This design comes from an exercise in tuning for small area, a short achievable clock period and few clock cycles on the open sky130 flow, not from production work. No functional check of the RTL was part of any run shown here. Power is estimated from default activity; no workload was simulated.

**flow/design.v**
```verilog
module crc16_step (
    input  wire [15:0] crc_in,
    input  wire [7:0]  data,
    output reg  [15:0] crc_out
);
    integer k;
    always @(*) begin
        crc_out = crc_in ^ {data, 8'h00};
        for (k = 0; k < 8; k = k + 1)
            crc_out = crc_out[15] ? ({crc_out[14:0], 1'b0} ^ 16'h1021)
                                  : {crc_out[14:0], 1'b0};
    end
endmodule
module nabu_engine (
    input  wire        clk,
    input  wire        rst,
    input  wire        rx_valid,
    output wire        rx_ready,
    input  wire [7:0]  rx_data,
    output wire        tx_valid,
    input  wire        tx_ready,
    output wire [7:0]  tx_data,
    output wire        st_req_valid,
    input  wire        st_req_ready,
    output wire [23:0] st_seg,
    output wire [7:0]  st_pkt,
    input  wire        st_rsp_valid,
    output wire        st_rsp_ready,
    input  wire [1:0]  st_rsp_kind,
    input  wire [15:0] st_rsp_len,
    input  wire [15:0] st_rsp_offset,
    input  wire        st_rsp_last,
    input  wire        st_dat_valid,
    output wire        st_dat_ready,
    input  wire [7:0]  st_dat,
    input  wire [7:0]  tod_wd,
    input  wire [7:0]  tod_mo,
    input  wire [7:0]  tod_dd,
    input  wire [7:0]  tod_hh,
    input  wire [7:0]  tod_mi,
    input  wire [7:0]  tod_ss
);
    localparam [2:0] C_NONE = 3'd0,      
                     C_A    = 3'd1,      
                     C_82   = 3'd2,
                     C_83   = 3'd3,
                     C_1E   = 3'd4,
                     C_05   = 3'd5,
                     C_84   = 3'd6;
    reg         m_rx, m_ack, m_lkr, m_hdr, m_pay, m_crch, m_crcl;
    reg         req_v;           
    reg         dat_rdy;         
    reg  [2:0]  cls;             
    reg  [3:0]  stage;           
    reg  [2:0]  aptr;            
    reg  [1:0]  acnt;            
    reg         alk;             
    reg  [7:0]  r0, r1, r2, r3, r4, r5;
    reg         ld_last;
    reg         ld_time;
    reg         ld_framed;
    reg  [15:0] cnt;             
    reg  [4:0]  idx;             
    reg  [15:0] crc;
    reg         s_valid, s_esc, s_abs;
    reg  [7:0]  s_data;
    reg         o_valid, o_esc, o_dup, o_abs;
    reg  [7:0]  o_data;
    wire [7:0] b = rx_data;
    wire       rx_fire = m_rx & rx_valid;
    reg        b_known;
    reg  [2:0] b_cls;
    always @(*) begin
        b_known = 1'b1;
        case (b)
        8'h85, 8'h81: b_cls = C_A;
        8'h82:        b_cls = C_82;
        8'h83:        b_cls = C_83;
        8'h1E:        b_cls = C_1E;
        8'h05:        b_cls = C_05;
        8'h84:        b_cls = C_84;
        8'h0F:        b_cls = C_NONE;
        default: begin b_cls = C_NONE; b_known = 1'b0; end
        endcase
    end
    wire [2:0] eff = (stage != 4'd0) ? cls : (b_known ? b_cls : cls);
    wire       is_time_seg = (b == 8'h7F) && ({r1, r2} == 16'hFFFF);
    wire       is_rst_pat  = ((b == 8'h00) && ({r1, r2} == 16'h0083)) || (r3 == 8'h83);
    reg  [3:0] n_stage;
    reg        ack_go;
    reg  [2:0] n_aptr;
    reg  [1:0] n_acnt;
    reg        lk_go;
    reg        pkt_we, seg0_we, seg1_we, seg2_we, tod_we;
    reg        send;
    always @(*) begin
        n_stage = 4'd0;
        ack_go  = 1'b0;
        n_aptr  = 3'd0;
        n_acnt  = 2'd0;
        lk_go   = 1'b0;
        pkt_we  = 1'b0;
        seg0_we = 1'b0;
        seg1_we = 1'b0;
        seg2_we = 1'b0;
        tod_we  = 1'b0;
        send    = 1'b0;
        if (stage == 4'd0) begin
            case (eff)
            C_A, C_82, C_84: begin ack_go = 1'b1; n_aptr = 3'd0; n_acnt = 2'd1; n_stage = 4'd1; end
            C_83:            begin ack_go = 1'b1; n_aptr = 3'd0; n_acnt = 2'd2; end
            C_1E:            begin ack_go = 1'b1; n_aptr = 3'd5; n_acnt = 2'd1; end
            C_05:            begin ack_go = 1'b1; n_aptr = 3'd2; n_acnt = 2'd0; end
            default: ;
            endcase
        end else if (cls == C_A) begin
            if (stage == 4'd1) n_stage = 4'd2;
            else begin ack_go = 1'b1; n_aptr = 3'd2; n_acnt = 2'd0; end
        end else if (cls == C_82) begin
            ack_go = 1'b1; n_aptr = 3'd4; n_acnt = 2'd2;
        end else begin
            case (stage)
            4'd1: begin pkt_we = 1'b1; n_stage = 4'd2; end
            4'd2: begin seg0_we = 1'b1; n_stage = 4'd3; end
            4'd3: begin seg1_we = 1'b1; n_stage = 4'd4; end
            4'd4: begin
                seg2_we = 1'b1;
                ack_go  = 1'b1;
                n_aptr  = 3'd2;
                if (is_time_seg) begin
                    tod_we  = 1'b1;
                    n_acnt  = 2'd1;
                    n_stage = 4'd7;
                end else if (!is_rst_pat) begin
                    lk_go   = 1'b1;
                    n_stage = 4'd4;
                end
            end
            4'd5: begin if (b == 8'h10) n_stage = 4'd6; end
            4'd7: begin
                if (b == 8'h10) n_stage = 4'd8;
                else begin ack_go = 1'b1; n_aptr = 3'd0; n_acnt = 2'd2; end
            end
            4'd8: begin if (b == 8'h06) send = 1'b1; end
            default: ;
            endcase
        end
    end
    wire [5:0] hh_hi  = tod_hh[7:2];
    wire [1:0] hh_m3  = hh_hi % 6'd3;
    reg [7:0] ack_byte;
    always @(*) begin
        case (aptr)
        3'd0: ack_byte = 8'h10;
        3'd1: ack_byte = 8'h06;
        3'd2: ack_byte = 8'hE4;
        3'd3: ack_byte = 8'h91;
        3'd4: ack_byte = 8'h1F;
        3'd5: ack_byte = 8'h10;
        3'd6: ack_byte = 8'hE1;
        default: ack_byte = 8'h90;
        endcase
    end
    wire [7:0] ptype = ld_last ? 8'h30 : (r0 == 8'h00) ? 8'hA1 : 8'h20;
    reg  [7:0] hdr_const;
    reg        v_r0, v_rot, v_pt;
    always @(*) begin
        hdr_const = 8'h00;
        v_r0  = 1'b0;
        v_rot = 1'b0;
        v_pt  = 1'b0;
        if (ld_time) begin
            case (idx)
            5'd0, 5'd5, 5'd9:             hdr_const = 8'h7F;
            5'd1, 5'd2, 5'd6, 5'd7, 5'd8: hdr_const = 8'hFF;
            5'd10:                        hdr_const = 8'h80;
            5'd11:                        hdr_const = 8'h30;
            5'd16, 5'd17:                 hdr_const = 8'h02;
            5'd19:                        hdr_const = 8'h54;
            5'd18, 5'd20, 5'd21, 5'd22, 5'd23, 5'd24: begin v_r0 = 1'b1; v_rot = 1'b1; end
            default: ;
            endcase
        end else begin
            case (idx[3:0])
            4'd0, 4'd1, 4'd2, 4'd12, 4'd14, 4'd15: begin v_r0 = 1'b1; v_rot = 1'b1; end
            4'd3:            v_r0 = 1'b1;
            4'd4:            hdr_const = 8'h01;
            4'd5, 4'd9:      hdr_const = 8'h7F;
            4'd6, 4'd7, 4'd8: hdr_const = 8'hFF;
            4'd10:           hdr_const = 8'h80;
            4'd11:           v_pt = 1'b1;
            default: ;
            endcase
        end
    end
    wire [7:0] hdr_byte = hdr_const | ({8{v_r0}} & r0) | ({8{v_pt}} & ptype);
    wire hdr_last = ld_time ? (idx == 5'd26) : (idx[3:0] == 4'd15);
    wire [7:0] cur = ({8{m_ack}}  & ack_byte)  |
                     ({8{m_hdr}}  & hdr_byte)  |
                     ({8{m_pay}}  & st_dat)    |
                     ({8{m_crch}} & ~crc[15:8]) |
                     ({8{m_crcl}} & ~crc[7:0]);
    wire cur_abs = m_hdr | m_pay;
    wire cur_esc = m_hdr | m_pay | m_crch | m_crcl;
    wire have = m_ack | m_hdr | (m_pay & st_dat_valid & dat_rdy) |
                (m_crch & ~o_abs) | m_crcl;
    wire push = have & ~s_valid;
    wire cnt_one  = (cnt == 16'd1);
    wire cnt_zero = (cnt == 16'd0);
    wire o_stall = o_esc & ~o_dup & (o_data == 8'h10);
    wire o_free  = ~o_valid | (tx_ready & ~o_stall);
    wire s_valid_n = o_free ? 1'b0 : (s_valid | push);
    wire [15:0] crc_nx;
    crc16_step u_crc (
        .crc_in  (crc),
        .data    (o_data),
        .crc_out (crc_nx)
    );
    wire rsp_fire = m_lkr & st_rsp_valid;
    wire ack_done = m_ack & push & (acnt == 2'd0);
    wire hdr_done = m_hdr & push & hdr_last;
    wire pay_done = m_pay & push & cnt_one;
    wire st_hdr   = send & ~ld_framed;
    wire st_pay   = send & ld_framed & ~cnt_zero;
    wire st_close = send & ld_framed & cnt_zero;
    wire rx_to_ack = rx_fire & (ack_go | st_close);
    wire rx_stay   = rx_fire ? ~(ack_go | send) : 1'b1;
    wire n_m_rx   = (m_rx & rx_stay) | (ack_done & ~alk) |
                    (rsp_fire & (st_rsp_kind == 2'd3));
    wire n_m_ack  = (m_ack & ~ack_done) | rx_to_ack |
                    (rsp_fire & (st_rsp_kind != 2'd3)) |
                    (pay_done & ld_framed) | (m_crcl & push);
    wire n_m_lkr  = (m_lkr & ~st_rsp_valid) | (ack_done & alk);
    wire n_m_hdr  = (m_hdr & ~hdr_done) | (rx_fire & st_hdr);
    wire n_m_pay  = (m_pay & ~pay_done) | (rx_fire & st_pay) |
                    (hdr_done & ~ld_time & ~cnt_zero);
    wire n_m_crch = (m_crch & ~push) | (pay_done & ~ld_framed) |
                    (hdr_done & (ld_time | cnt_zero));
    wire n_m_crcl = (m_crcl & ~push) | (m_crch & push);
    always @(posedge clk) begin
        if (rst) begin
            m_rx    <= 1'b1;
            m_ack   <= 1'b0;
            m_lkr   <= 1'b0;
            m_hdr   <= 1'b0;
            m_pay   <= 1'b0;
            m_crch  <= 1'b0;
            m_crcl  <= 1'b0;
            req_v   <= 1'b0;
            dat_rdy <= 1'b0;
            cls     <= C_NONE;
            stage   <= 4'd0;
            s_valid <= 1'b0;
            o_valid <= 1'b0;
            o_esc   <= 1'b0;
            o_dup   <= 1'b0;
            o_abs   <= 1'b0;
        end else begin
            m_rx    <= n_m_rx;
            m_ack   <= n_m_ack;
            m_lkr   <= n_m_lkr;
            m_hdr   <= n_m_hdr;
            m_pay   <= n_m_pay;
            m_crch  <= n_m_crch;
            m_crcl  <= n_m_crcl;
            dat_rdy <= n_m_pay & ~s_valid_n;
            if (rx_fire & lk_go)
                req_v <= 1'b1;
            else if (st_req_ready)
                req_v <= 1'b0;
            if (rx_fire) begin
                cls   <= eff;
                stage <= n_stage;
            end else if (rsp_fire) begin
                case (st_rsp_kind)
                2'd0:    stage <= 4'd5;
                2'd3:    stage <= 4'd0;
                default: stage <= 4'd7;
                endcase
            end
            if (o_free) begin
                o_dup <= 1'b0;
                if (s_valid) begin
                    o_valid <= 1'b1;
                    o_data  <= s_data;
                    o_esc   <= s_esc;
                    o_abs   <= s_abs;
                end else if (push) begin
                    o_valid <= 1'b1;
                    o_data  <= cur;
                    o_esc   <= cur_esc;
                    o_abs   <= cur_abs;
                end else begin
                    o_valid <= 1'b0;
                    o_abs   <= 1'b0;
                end
            end else begin
                o_abs <= 1'b0;
                if (tx_ready)
                    o_dup <= 1'b1;
            end
            s_valid <= s_valid_n;
        end
    end
    always @(posedge clk) begin
        if (!o_free && push) begin
            s_data <= cur;
            s_esc  <= cur_esc;
            s_abs  <= cur_abs;
        end
        if (rx_fire) begin
            if (st_close) begin
                aptr <= 3'd5;
                acnt <= 2'd1;
            end else begin
                aptr <= n_aptr;
                acnt <= n_acnt;
            end
            alk <= lk_go;
        end else if (rsp_fire) begin
            aptr <= (st_rsp_kind == 2'd0) ? 3'd7 : 3'd3;
            acnt <= 2'd0;
            alk  <= 1'b0;
        end else if ((pay_done & ld_framed) | (m_crcl & push)) begin
            aptr <= 3'd5;
            acnt <= 2'd1;
        end else if (m_ack & push) begin
            aptr <= aptr + 3'd1;
            acnt <= acnt - 2'd1;
        end
        if (rx_fire & tod_we) begin
            r0 <= tod_wd;
            r1 <= tod_mo;
            r2 <= tod_dd;
            r3 <= {4'h0, hh_m3, tod_hh[1:0]};
            r4 <= tod_mi;
            r5 <= tod_ss;
        end else if (rsp_fire) begin
            r4 <= st_rsp_offset[15:8];
            r5 <= st_rsp_offset[7:0];
        end else if (m_hdr & push & v_rot) begin
            r0 <= r1;
            r1 <= r2;
            r2 <= r3;
            r3 <= r4;
            r4 <= r5;
            r5 <= r0;
        end else begin
            if (rx_fire & pkt_we)  r3 <= b;
            if (rx_fire & seg0_we) r2 <= b;
            if (rx_fire & seg1_we) r1 <= b;
            if (rx_fire & seg2_we) r0 <= b;
        end
        if (rx_fire & tod_we) begin
            ld_time   <= 1'b1;
            ld_framed <= 1'b0;
        end else if (rsp_fire) begin
            ld_last   <= st_rsp_last;
            ld_time   <= 1'b0;
            ld_framed <= (st_rsp_kind == 2'd1);
        end
        if (rsp_fire)
            cnt <= st_rsp_len;
        else if (m_pay & push)
            cnt <= cnt - 16'd1;
        if (rx_fire)
            idx <= 5'd0;
        else if (m_hdr & push)
            idx <= idx + 5'd1;
        if (rx_fire)
            crc <= 16'hFFFF;
        else if (o_abs)
            crc <= crc_nx;
    end
    assign rx_ready     = m_rx;
    assign tx_valid     = o_valid;
    assign tx_data      = o_data;
    assign st_req_valid = req_v;
    assign st_seg       = {r0, r1, r2};
    assign st_pkt       = r3;
    assign st_rsp_ready = m_lkr;
    assign st_dat_ready = dat_rdy;
endmodule
```
**flow/run.sh**
```bash
#!/bin/bash
# synth_recipe.tcl (not shown) runs the flow's synth.tcl, then flattens the netlist and writes it again
# the make line also repeats each setting of config.mk as NAME=value (left out here)
make -C /OpenROAD-flow-scripts/flow DESIGN_CONFIG=/design/flow/config.mk WORK_HOME=/design/flow/orfs CLKGATE_MAP_FILE= SYNTH_SCRIPT=/design/flow/synth_recipe.tcl finish
```
**flow/config.mk**
```make
export PLATFORM = sky130hd
export DESIGN_NAME = nabu_engine
export DESIGN_NICKNAME = nabu_engine
export VERILOG_FILES = /design/flow/design.v
export SDC_FILE = /design/flow/constraint.sdc
export NUM_CORES = 4
export LEC_CHECK = 0
export CAP_MARGIN = 20
export CORE_MARGIN = 2
export CORE_UTILIZATION = 40
export SLEW_MARGIN = 20
```
**flow/constraint.sdc**
```tcl
create_clock -name core_clock -period 5.0 [get_ports {clk}]
set_input_delay 1.0000 -clock core_clock [delete_from_list [all_inputs] [get_ports {clk}]]
set_output_delay 1.0000 -clock core_clock [all_outputs]
set_load 0.01 [all_outputs]
```
==> summary.txt, run 1 <==
* Run status: timing/DRC/antenna clean
* YS warnings at 2
* Multi-input logic area at 4180 sq um
* Post-synthesis cell type count at 73
* Final total negative setup slack at 0 ns
* Vias at 7360
* Design Area, Final at 10700 sq um
* Share of the synthesized area in the top cell type at 30.9%
* Vert. Die Dim at 148 um
* Area Overhead vs Synth at 29.3%
* Filler instances at 1840
* Clock share of power at 42.0%
* Crit end category: flop
* Vias per Instance at 5.54
* Mapped Area at 8260 sq um
* Setup Viol. Count Final at 0
* Routed Antenna Nets at 0
* Clock buffer count from CTS at 17
* Top cells by area, synth: edfxtp_1 31%, dfxtp_1 15%, a21oi_1 5.3%
* H-tree level count at 4
* Placed Cells at 1296
* Routability cong. at 0.875
* Cell family with most CP delay: simple AND/OR/NAND/NOR gates
* Global-route wire length before repair at 38000 um
* NetSw at 0.860 mW
* Worst setup SP type: input port
* Comb pwr share at 15.5%
* Slowest stage delay, CP at 0.60 ns
* Commonest non-fill, non-tap cell in the layout: clkdlybuf4s50_1
* First-pass DRT Iterations at 8
* Crit path max fanout at 51
* Crit Path Class: in2reg
* Critical Path AT at 4.18 ns
* Slew at the pin with the worst max-slew slack at 0.922 ns
* Initial Util at 40.8%
* Max_cap viols at 0
* Post-CTS Hold Fix Bufs at 0
* Congestion Overflow GR at 0
* Pint at 2.49 mW
* Period utilisation layout at 80.5%
* Seq/Total Area, Yosys at 45.7%
* Placed standard-cell area at 10000 sq um
* Cell Pwr Density at 313 nW/um^2
* Sw frac at 25.7%
* Final Net Count at 1171
* Synthesized flop and latch total at 146
* Yosys top cell by area: edfxtp_1
* Antenna violations before repair at 1
* Most frequent cells in the layout: 150 x clkdlybuf4s50_1, 117 x nor2_1, 93 x nand2_1, 87 x a21oi_1, 85 x edfxtp_1
* Clock Pin Slew Worst Setup and Hold Paths at 0.06 ns
* Max-slew violation count at 0
* Clk buf depth at 2
* Worst-path cell chain: clkdlybuf4s50_1 -> nand4b_1 -> or4_1 -> nor4_2 -> nand3_2 -> buf_4 -> nor2_1 -> a21oi_1
* Total Die Area at 21800 sq um
* Syn nets at 1037
* Clock skew at 0.00802 ns
* DR DRC count at 0
* Fin crit period at 4.02 ns
* Register share of total power at 42.5%
* Slowest-stage cell, CP: clkdlybuf4s50_1
* Register area at 3770 sq um
* VDD IR max at 0.000230 V
* CTS tree: built
* PortBufs at 150
* Syn Area/Cell at 9.07 sq um
* Latest clock arrival within the worst-skew pair at 0.43 ns
* Wirelength per Cell at 18.4 um
* Pleak at 3.76 nW
* Largest net degree at the start of global routing at 52
* DP HPWL at 17900 um
* RSZ-0062 raised after global routing: no
* Row count at 52
* Relative slew margins at 38.4%
* Post_cts resized at 0
* Die W at 148 um
* Sink Count at 146
* Post-synth ARST share at 0%
* Layout cells sized above 1 at 6.33%
* Post-CTS Setup Inserts at 0
* Peak Freq at 0.249 GHz
* Total Wirelength at 24500 um
* Synth Flop Type: edfxtp_1
* IO Count at 151
* Final Hold Viols at 0
* Core area at 20200 sq um
* Vias in the first global route at 6968
* Sum of buffers and inverters on the critical path at 2
* HP Class: reg2reg
* DR iter-0 viols at 561
* Number of flops mapped to enable cells by yosys at 85
* Root buf cell: clkbuf_16
* Synth Instances at 911
* CP required at 5.15 ns
* Global Route Usage Sum at 22.3%
* Fin cells at 1329
final cells by class:
type,count,area share (%)
Multi-Input combinational cell,679,39.1
Tap cell,270,3.16
Antenna cell,1,0.0234
Clock buffer,19,4.05
Sequential cell,146,35.3
Timing Repair Buffer,164,15.0
Clock inverter,13,1.97
Inverter,37,1.30
synthesized netlist by cell type (3+ instances only):
master       n
a2bb2oi_1    3
edfxtp_1    85
o221ai_1     4
a21oi_1     88
mux2_2       9
xor2_1      17
o32ai_1      4
and2_1       5
a221oi_1     5
nor3_1      24
ha_1        20
nand3b_1     6
a22oi_1      3
nand4b_1     4
clkbuf_1    42
or4_1        6
a221o_1      6
inv_1       36
o2111ai_1    3
or3_1        5
o211ai_1    11
buf_1        7
a211oi_1    10
a31oi_1     10
nor4b_1      3
nand3_1     22
nand2b_1    11
dfxtp_1     61
nand2_1     93
nor2_1     117
or2_1        3
o21ai_0     46
nor2b_1     15
nor4_1       9
o31ai_1      3
mux2i_1     27
nand4_1      9
o21ai_1      5
nor3b_1      3
xnor2_1     25
per-stage QoR:
step           utilization (%)  setup WS, ns  total power, mW  hold slack [ns]
6_report                  52.8         0.977             3.35            0.498
5_1_grt                   52.8         0.787             3.47            0.525
4_1_cts                   52.8          1.01             3.36            0.501
3_5_place_dp              49.6         0.556             1.96            0.491
3_3_place_gp              49.6         0.715             1.96            0.472
2_1_floorplan                -          1.42             1.70            0.455
sequential cells by signal, summed over array words and instances (netlist names), 2 cells and up, named ones only:
register and count:
r2 8, cnt 16, stage 4, r0 8, crc 16, r1 8, acnt 2, r5 8
aptr 3, o_data 8, idx 5, cls 3, r4 8, s_data 8, r3 8
power groups by stage:
stage | Combinational (mW) | Clock [mW] | Sequential (mW)
final | 0.518 | 1.41 | 1.42
after floorplan | 0.287 | 0 | 1.41
after global placement | 0.515 | 0 | 1.44
after global routing | 0.567 | 1.48 | 1.43
after CTS | 0.519 | 1.42 | 1.42
after detailed placement | 0.516 | 0 | 1.44
tightest hold or removal path: cells and delay by family, from the launching register on:
| family | cells | cell delay, ns |
|---|---|---|
| flip-flops | 1 | 0.34 |
| AND/OR/NAND/NOR | 1 | 0.06 |
| AO/OA/AOI/OAI | 1 | 0.05 |
worst paths after layout:
path	start	to	slack (ns)	cells after the start
max	rx_data[7]	r4[6]	0.98	8
min	m_crch	flop	0.50	2
max reg2reg	r1[4]	r4[6]	1.72	7
min reg2reg	m_crch	flop	0.50	2
per-layer routing:
metal	GRT usage (%)	up-vias	wire (um)
met4	7.79	0	518
met5	0	-	0
met3	5.25	37	1740
met2	34.3	294	10900
met1	31.0	3442	11400
li1	-	3587	-
kinds of logic after synthesis:
family / count (synthesis) / synth area share, %
XOR/XNOR: 42 / 4.45
buffers and inverters: 86 / 3.91
adder cells (fa/ha/maj): 20 / 3.03
AO/OA/AOI/OAI: 231 / 17.8
AND/OR/NAND/NOR: 348 / 20.2
multiplexers: 38 / 4.86
flip-flops: 146 / 45.7
==> inputs of run 2 (changes only) <==
--- a/flow/design.v
+++ b/flow/design.v
@@ -56,5 +56,7 @@
     reg  [1:0]  acnt;            
     reg         alk;             
-    reg  [7:0]  r0, r1, r2, r3, r4, r5;
+    reg  [7:0]  pkt;             
+    reg  [23:0] seg;             
+    reg  [15:0] off;             
     reg         ld_last;
     reg         ld_time;
@@ -65,5 +67,5 @@
     reg         s_valid, s_esc, s_abs;
     reg  [7:0]  s_data;
-    reg         o_valid, o_esc, o_dup, o_abs;
+    reg         o_valid, o_stall, o_abs;
     reg  [7:0]  o_data;
     wire [7:0] b = rx_data;
@@ -85,6 +87,6 @@
     end
     wire [2:0] eff = (stage != 4'd0) ? cls : (b_known ? b_cls : cls);
-    wire       is_time_seg = (b == 8'h7F) && ({r1, r2} == 16'hFFFF);
-    wire       is_rst_pat  = ((b == 8'h00) && ({r1, r2} == 16'h0083)) || (r3 == 8'h83);
+    wire       is_time_seg = (b == 8'h7F) && (seg[15:0] == 16'hFFFF);
+    wire       is_rst_pat  = ((b == 8'h00) && (seg[15:0] == 16'h0083)) || (pkt == 8'h83);
     reg  [3:0] n_stage;
     reg        ack_go;
@@ -162,37 +164,51 @@
         endcase
     end
-    wire [7:0] ptype = ld_last ? 8'h30 : (r0 == 8'h00) ? 8'hA1 : 8'h20;
-    reg  [7:0] hdr_const;
-    reg        v_r0, v_rot, v_pt;
+    wire [7:0] ptype = ld_last ? 8'h30 : (pkt == 8'h00) ? 8'hA1 : 8'h20;
+    reg [7:0] hdr_byte;
     always @(*) begin
-        hdr_const = 8'h00;
-        v_r0  = 1'b0;
-        v_rot = 1'b0;
-        v_pt  = 1'b0;
         if (ld_time) begin
             case (idx)
-            5'd0, 5'd5, 5'd9:             hdr_const = 8'h7F;
-            5'd1, 5'd2, 5'd6, 5'd7, 5'd8: hdr_const = 8'hFF;
-            5'd10:                        hdr_const = 8'h80;
-            5'd11:                        hdr_const = 8'h30;
-            5'd16, 5'd17:                 hdr_const = 8'h02;
-            5'd19:                        hdr_const = 8'h54;
-            5'd18, 5'd20, 5'd21, 5'd22, 5'd23, 5'd24: begin v_r0 = 1'b1; v_rot = 1'b1; end
-            default: ;
+            5'd0:  hdr_byte = 8'h7F;
+            5'd1:  hdr_byte = 8'hFF;
+            5'd2:  hdr_byte = 8'hFF;
+            5'd5:  hdr_byte = 8'h7F;
+            5'd6:  hdr_byte = 8'hFF;
+            5'd7:  hdr_byte = 8'hFF;
+            5'd8:  hdr_byte = 8'hFF;
+            5'd9:  hdr_byte = 8'h7F;
+            5'd10: hdr_byte = 8'h80;
+            5'd11: hdr_byte = 8'h30;
+            5'd16: hdr_byte = 8'h02;
+            5'd17: hdr_byte = 8'h02;
+            5'd18: hdr_byte = seg[23:16];
+            5'd19: hdr_byte = 8'h54;
+            5'd20: hdr_byte = seg[15:8];
+            5'd21: hdr_byte = seg[7:0];
+            5'd22: hdr_byte = pkt;
+            5'd23: hdr_byte = off[15:8];
+            5'd24: hdr_byte = off[7:0];
+            default: hdr_byte = 8'h00;
             endcase
         end else begin
             case (idx[3:0])
-            4'd0, 4'd1, 4'd2, 4'd12, 4'd14, 4'd15: begin v_r0 = 1'b1; v_rot = 1'b1; end
-            4'd3:            v_r0 = 1'b1;
-            4'd4:            hdr_const = 8'h01;
-            4'd5, 4'd9:      hdr_const = 8'h7F;
-            4'd6, 4'd7, 4'd8: hdr_const = 8'hFF;
-            4'd10:           hdr_const = 8'h80;
-            4'd11:           v_pt = 1'b1;
-            default: ;
+            4'd0:  hdr_byte = seg[23:16];
+            4'd1:  hdr_byte = seg[15:8];
+            4'd2:  hdr_byte = seg[7:0];
+            4'd3:  hdr_byte = pkt;
+            4'd4:  hdr_byte = 8'h01;
+            4'd5:  hdr_byte = 8'h7F;
+            4'd6:  hdr_byte = 8'hFF;
+            4'd7:  hdr_byte = 8'hFF;
+            4'd8:  hdr_byte = 8'hFF;
+            4'd9:  hdr_byte = 8'h7F;
+            4'd10: hdr_byte = 8'h80;
+            4'd11: hdr_byte = ptype;
+            4'd12: hdr_byte = pkt;
+            4'd13: hdr_byte = 8'h00;
+            4'd14: hdr_byte = off[15:8];
+            default: hdr_byte = off[7:0];
             endcase
         end
     end
-    wire [7:0] hdr_byte = hdr_const | ({8{v_r0}} & r0) | ({8{v_pt}} & ptype);
     wire hdr_last = ld_time ? (idx == 5'd26) : (idx[3:0] == 4'd15);
     wire [7:0] cur = ({8{m_ack}}  & ack_byte)  |
@@ -208,6 +224,5 @@
     wire cnt_one  = (cnt == 16'd1);
     wire cnt_zero = (cnt == 16'd0);
-    wire o_stall = o_esc & ~o_dup & (o_data == 8'h10);
-    wire o_free  = ~o_valid | (tx_ready & ~o_stall);
+    wire o_free = ~o_valid | (tx_ready & ~o_stall);
     wire s_valid_n = o_free ? 1'b0 : (s_valid | push);
     wire [15:0] crc_nx;
@@ -253,6 +268,5 @@
             s_valid <= 1'b0;
             o_valid <= 1'b0;
-            o_esc   <= 1'b0;
-            o_dup   <= 1'b0;
+            o_stall <= 1'b0;
             o_abs   <= 1'b0;
         end else begin
@@ -280,14 +294,13 @@
             end
             if (o_free) begin
-                o_dup <= 1'b0;
                 if (s_valid) begin
                     o_valid <= 1'b1;
                     o_data  <= s_data;
-                    o_esc   <= s_esc;
+                    o_stall <= s_esc & (s_data == 8'h10);
                     o_abs   <= s_abs;
                 end else if (push) begin
                     o_valid <= 1'b1;
                     o_data  <= cur;
-                    o_esc   <= cur_esc;
+                    o_stall <= cur_esc & (cur == 8'h10);
                     o_abs   <= cur_abs;
                 end else begin
@@ -298,5 +311,5 @@
                 o_abs <= 1'b0;
                 if (tx_ready)
-                    o_dup <= 1'b1;
+                    o_stall <= 1'b0;
             end
             s_valid <= s_valid_n;
@@ -329,31 +342,18 @@
             acnt <= acnt - 2'd1;
         end
+        if (rx_fire & pkt_we) pkt <= b;
+        if (rx_fire & seg0_we) seg[7:0] <= b;
+        if (rx_fire & seg1_we) seg[15:8] <= b;
         if (rx_fire & tod_we) begin
-            r0 <= tod_wd;
-            r1 <= tod_mo;
-            r2 <= tod_dd;
-            r3 <= {4'h0, hh_m3, tod_hh[1:0]};
-            r4 <= tod_mi;
-            r5 <= tod_ss;
-        end else if (rsp_fire) begin
-            r4 <= st_rsp_offset[15:8];
-            r5 <= st_rsp_offset[7:0];
-        end else if (m_hdr & push & v_rot) begin
-            r0 <= r1;
-            r1 <= r2;
-            r2 <= r3;
-            r3 <= r4;
-            r4 <= r5;
-            r5 <= r0;
-        end else begin
-            if (rx_fire & pkt_we)  r3 <= b;
-            if (rx_fire & seg0_we) r2 <= b;
-            if (rx_fire & seg1_we) r1 <= b;
-            if (rx_fire & seg2_we) r0 <= b;
-        end
-        if (rx_fire & tod_we) begin
+            seg <= {tod_wd, tod_mo, tod_dd};
+            pkt <= {4'h0, hh_m3, tod_hh[1:0]};
+            off <= {tod_mi, tod_ss};
             ld_time   <= 1'b1;
             ld_framed <= 1'b0;
-        end else if (rsp_fire) begin
+        end else if (rx_fire & seg2_we) begin
+            seg[23:16] <= b;
+        end
+        if (rsp_fire) begin
+            off       <= st_rsp_offset;
             ld_last   <= st_rsp_last;
             ld_time   <= 1'b0;
@@ -377,6 +377,6 @@
     assign tx_data      = o_data;
     assign st_req_valid = req_v;
-    assign st_seg       = {r0, r1, r2};
-    assign st_pkt       = r3;
+    assign st_seg       = seg;
+    assign st_pkt       = pkt;
     assign st_rsp_ready = m_lkr;
     assign st_dat_ready = dat_rdy;
==> run 2 against run 1 <==
Against the previous run: clock power is 11% lower; synthesized area is 0.32% lower; maximum frequency is 17% higher; global-route usage is 2.6 points higher; sequential share of layout area is 2.0 points lower; wire length is 12% higher; largest cell class unchanged; highest routed layer unchanged.
==> summary.txt, run 2 <==
* Run status: timing/DRC/antenna clean
* Sink Count at 132 (-9.6%)
* RSZ-0062 raised after global routing: no
* First-pass DRT Iterations at 6 (-2)
* NetSw at 0.871 mW (+1.2%)
* CP endpoint: o_stall
* Final Hold Viols at 0 (unchanged)
* Largest Register: seg
* Cell Pwr Density at 299 nW/um^2 (-4.6%)
* Final total negative setup slack at 0 ns (unchanged)
* Hold WS at 0.506 ns (+0.00727 ns)
* PortBufs at 150 (unchanged)
* Yosys top cell by area: edfxtp_1
* Synth Instances at 942 (+3.4%)
* Share of the synthesized area in the top cell type at 31.4% (+0.46 points)
* Congestion Overflow GR at 0 (unchanged)
* Most frequent cells in the layout: 196 x nand2_1, 150 x clkdlybuf4s50_1, 86 x edfxtp_1, 57 x nor2_1
* Vias in the first global route at 7330 (+5.2%)
* Critical Path AT at 3.74 ns (-0.44 ns)
* Wirelength per Cell at 20.3 um (+10%)
* Filler instances at 1918 (+4.2%)
* VDD IR max at 0.000197 V (-14%)
* Seq/Total Area, Yosys at 42.5% (-3.1 points)
* Period utilisation layout at 68.6% (-12 points)
* Global Route Usage Sum at 25.0% (+2.6 points)
* Setup Viol. Count Final at 0 (unchanged)
* Clk buf depth at 2 (unchanged)
* Comb pwr share at 17.6% (+2.1 points)
* Latest clock arrival within the worst-skew pair at 0.42 ns (about the same)
* H-tree level count at 4 (unchanged)
* Row count at 52 (unchanged)
* YS warnings at 2 (unchanged)
* Register share of total power at 42.5% (about the same)
* Synthesized flop and latch total at 132 (-9.6%)
* Routability cong. at 0.923 (+5.4%)
* Vert. Die Dim at 147 um (-0.16%)
* Total power at 3.14 mW (-6.1%)
* HP Class: reg2reg
* Post_cts resized at 0 (unchanged)
* Synth Flop Type: edfxtp_1
* Peak Freq at 0.291 GHz (+17%)
* DR DRC count at 0 (unchanged)
* ANT cells at 0 (-1)
* Routed Antenna Nets at 0 (unchanged)
* Antenna violations before repair at 0 (-1)
* Commonest non-fill, non-tap cell in the layout: nand2_1
* Largest register FFs at 24
* Fin crit period at 3.43 ns (-0.591 ns)
* Area Overhead vs Synth at 27.7%
* Die W at 147 um (-0.16%)
* Crit path max fanout at 20 (-61%)
* Max-slew violation count at 0 (unchanged)
* Max_cap viols at 0 (unchanged)
* Setup slack, reg-to-reg at 1.57 ns (-0.15 ns)
* RR Startpoint: idx[0]
* Syn nets at 1065 (+2.7%)
* Syn Area/Cell at 8.74 sq um (-3.6%)
* Total Die Area at 21700 sq um (-0.31%)
* DR iter-0 viols at 809 (+44%)
* Final worst slack at 1.57 ns (+0.591 ns)
* Synth top cells by count: 196 x nand2_1, 86 x edfxtp_1, 57 x nor2_1
* Crit Path Class: reg2reg
* Slew at the pin with the worst max-slew slack at 0.998 ns (+0.0757 ns)
* Final Net Count at 1186 (+1.3%)
* CP required at 5.31 ns (+0.16 ns)
* DP HPWL at 20000 um (+12%)
* Root buf cell: clkbuf_16
* Mapped Area at 8230 sq um (-0.32%)
* Sw frac at 27.7% (+2.0 points)
* FF-to-FF path depth at 9 (+2)
* Pleak at 3.78 nW (+0.46%)
* Total Wirelength at 27300 um (+12%)
* Crit end category: flop
* Worst setup SP type: flop
* Clock Pin Slew Worst Setup and Hold Paths at 0.06 ns (about the same)
* Clock share of power at 39.9% (-2.1 points)
* Post-CTS Hold Fix Bufs at 0 (unchanged)
* Clock buffer count from CTS at 17 (unchanged)
* Number of flops mapped to enable cells by yosys at 86 (+1.2%)
* Dpl ws at 1.30 ns (+0.744 ns)
* Post-CTS Setup Inserts at 0 (unchanged)
* Post-synth ARST share at 0% (unchanged)
* Initial Util at 40.7% (-0.13 points)
* Layout cells sized above 1 at 6.41% (+0.080 points)
* Largest net degree at the start of global routing at 47 (-9.6%)
* Most common cell in the netlist: nand2_1
* CTS tree: built
* Reg-to-reg endpoint: o_stall
* Pint at 2.27 mW (-8.7%)
* Global-route wire length before repair at 42100 um (+11%)
* Vias at 7783 (+5.7%)
* Relative slew margins at 33.4% (-5.1 points)
* Clock skew at 0.0109 ns (+0.00284 ns)
* Post-synthesis cell type count at 83 (+14%)
* Core area at 20200 sq um (unchanged)
* Vias per Instance at 5.78 (+4.4%)
* Top cells by area, synth: edfxtp_1 31%, dfxtp_1 11%, nand2_1 8.9%
* IO Count at 151 (unchanged)
* Critical path origin: idx[0]
run 2: changes by cell type in the layout (fill, tap and decap cells not counted), moves of 6 or more:
cell | before | now
a21oi_1 | 87 | 38
a222oi_1 | 2 | 10
a22oi_1 | 3 | 21
dfxtp_1 | 61 | 45
mux2i_1 | 27 | 8
nand2_1 | 93 | 196
nand2b_1 | 11 | 20
nor2_1 | 117 | 57
o21a_1 | 1 | 7
run 2: area by class of cell:
type	count	area (sq um)	area share [%]
Tap cell	270	338	3.21
Inverter	35	131	1.25
Timing Repair Buffer	161	1580	15.1
Sequential cell	132	3500	33.3
Clock buffer	23	478	4.55
Clock inverter	9	103	0.976
Multi-Input combinational cell	716	4370	41.6
run 2: metal layers:
metal	track usage, %	vias up	routed length (um)
met5	0	-	0
met4	6.20	0	497
met3	4.63	44	2070
met2	38.6	343	12300
met1	36.2	3713	12500
li1	-	3683	-
run 2: how the worst min path moves through the flow:
stage | startpoint | to | cells after the start
floorplan | crc[1] | crc[1] | 2
global placement | req_v | req_v | 2
detailed placement | req_v | req_v | 2
CTS | req_v | req_v | 2
global route | req_v | req_v | 2
finish | req_v | req_v | 2
run 2: cell families after synthesis:
group                      count (synthesis)  share of synthesized area (%)
DFF                                      132                           42.5
adders and majority gates                 17                           2.58
xor gates and xnor gates                  44                           4.68
and+or+nand+nor                          407                           23.7
buffers and inverters                     94                           4.48
AOI/OAI and AO/OA                        227                           19.3
muxes                                     21                           2.75
run 2: worst max-delay path: stages (launching register included):
cell and delay [ns]:
dfxtp_1 0.41, ha_1 0.69, nor2b_1 0.21, o21ai_1 0.18, nor4b_1 0.69, o311a_1 0.33, a211o_1 0.23, and4bb_1 0.24
a41oi_1 0.27, nor3_2 0.07
run 2: power by group through the flow:
stage	logic, mW	registers, mW	clock network, mW
after global placement	0.544	1.35	0
after CTS	0.550	1.33	1.26
after floorplan	0.310	1.31	0
final	0.554	1.33	1.25
after global routing	0.608	1.34	1.31
after detailed placement	0.546	1.35	0
run 2: per-stage QoR:
| stage | util, % | area [sq um] | std cells |
|---|---|---|---|
| 2_1_floorplan | - | 8230 | 942 |
| 3_3_place_gp | 49.0 | 9920 | 1314 |
| 3_5_place_dp | 49.0 | 9920 | 1314 |
| 4_1_cts | 51.9 | 10500 | 1346 |
| 5_1_grt | 51.9 | 10500 | 1346 |
| 6_report | 51.9 | 10500 | 1346 |

[port drivers added, routing unchanged]
No port has a modelled driver above. Below, the same layouts with a new extraction and two added sets of constraints. Step 1 (the two cells are an assumption about what drives the block):
set clk [get_ports {clk}]
set_driving_cell -lib_cell sky130_fd_sc_hd__clkbuf_16 $clk
set_driving_cell -lib_cell sky130_fd_sc_hd__buf_2 [delete_from_list [all_inputs] $clk]
Step 2 adds t to the input delays and takes it off the output delays; t is the mean of the earliest and latest rising clock arrival at the registers after step 1. Input paths then give back, and output paths get back, about the clock's delay inside the block. a / b / c = ideal / step 1 / step 2; a / b = the first two.
run | t (ns) | setup slack, ns | cell pins on the clock port's net
run 1 | 0.470 | 0.977 / 1.003 / 0.533 | 1
run 2 | 0.463 | 1.568 / 1.568 / 1.250 | 1
After both steps setup and hold are still met in every run listed. For run 1, which loses most, drivers alone change the setup slack by +0.026 ns; drivers and shift together by -0.444 ns.
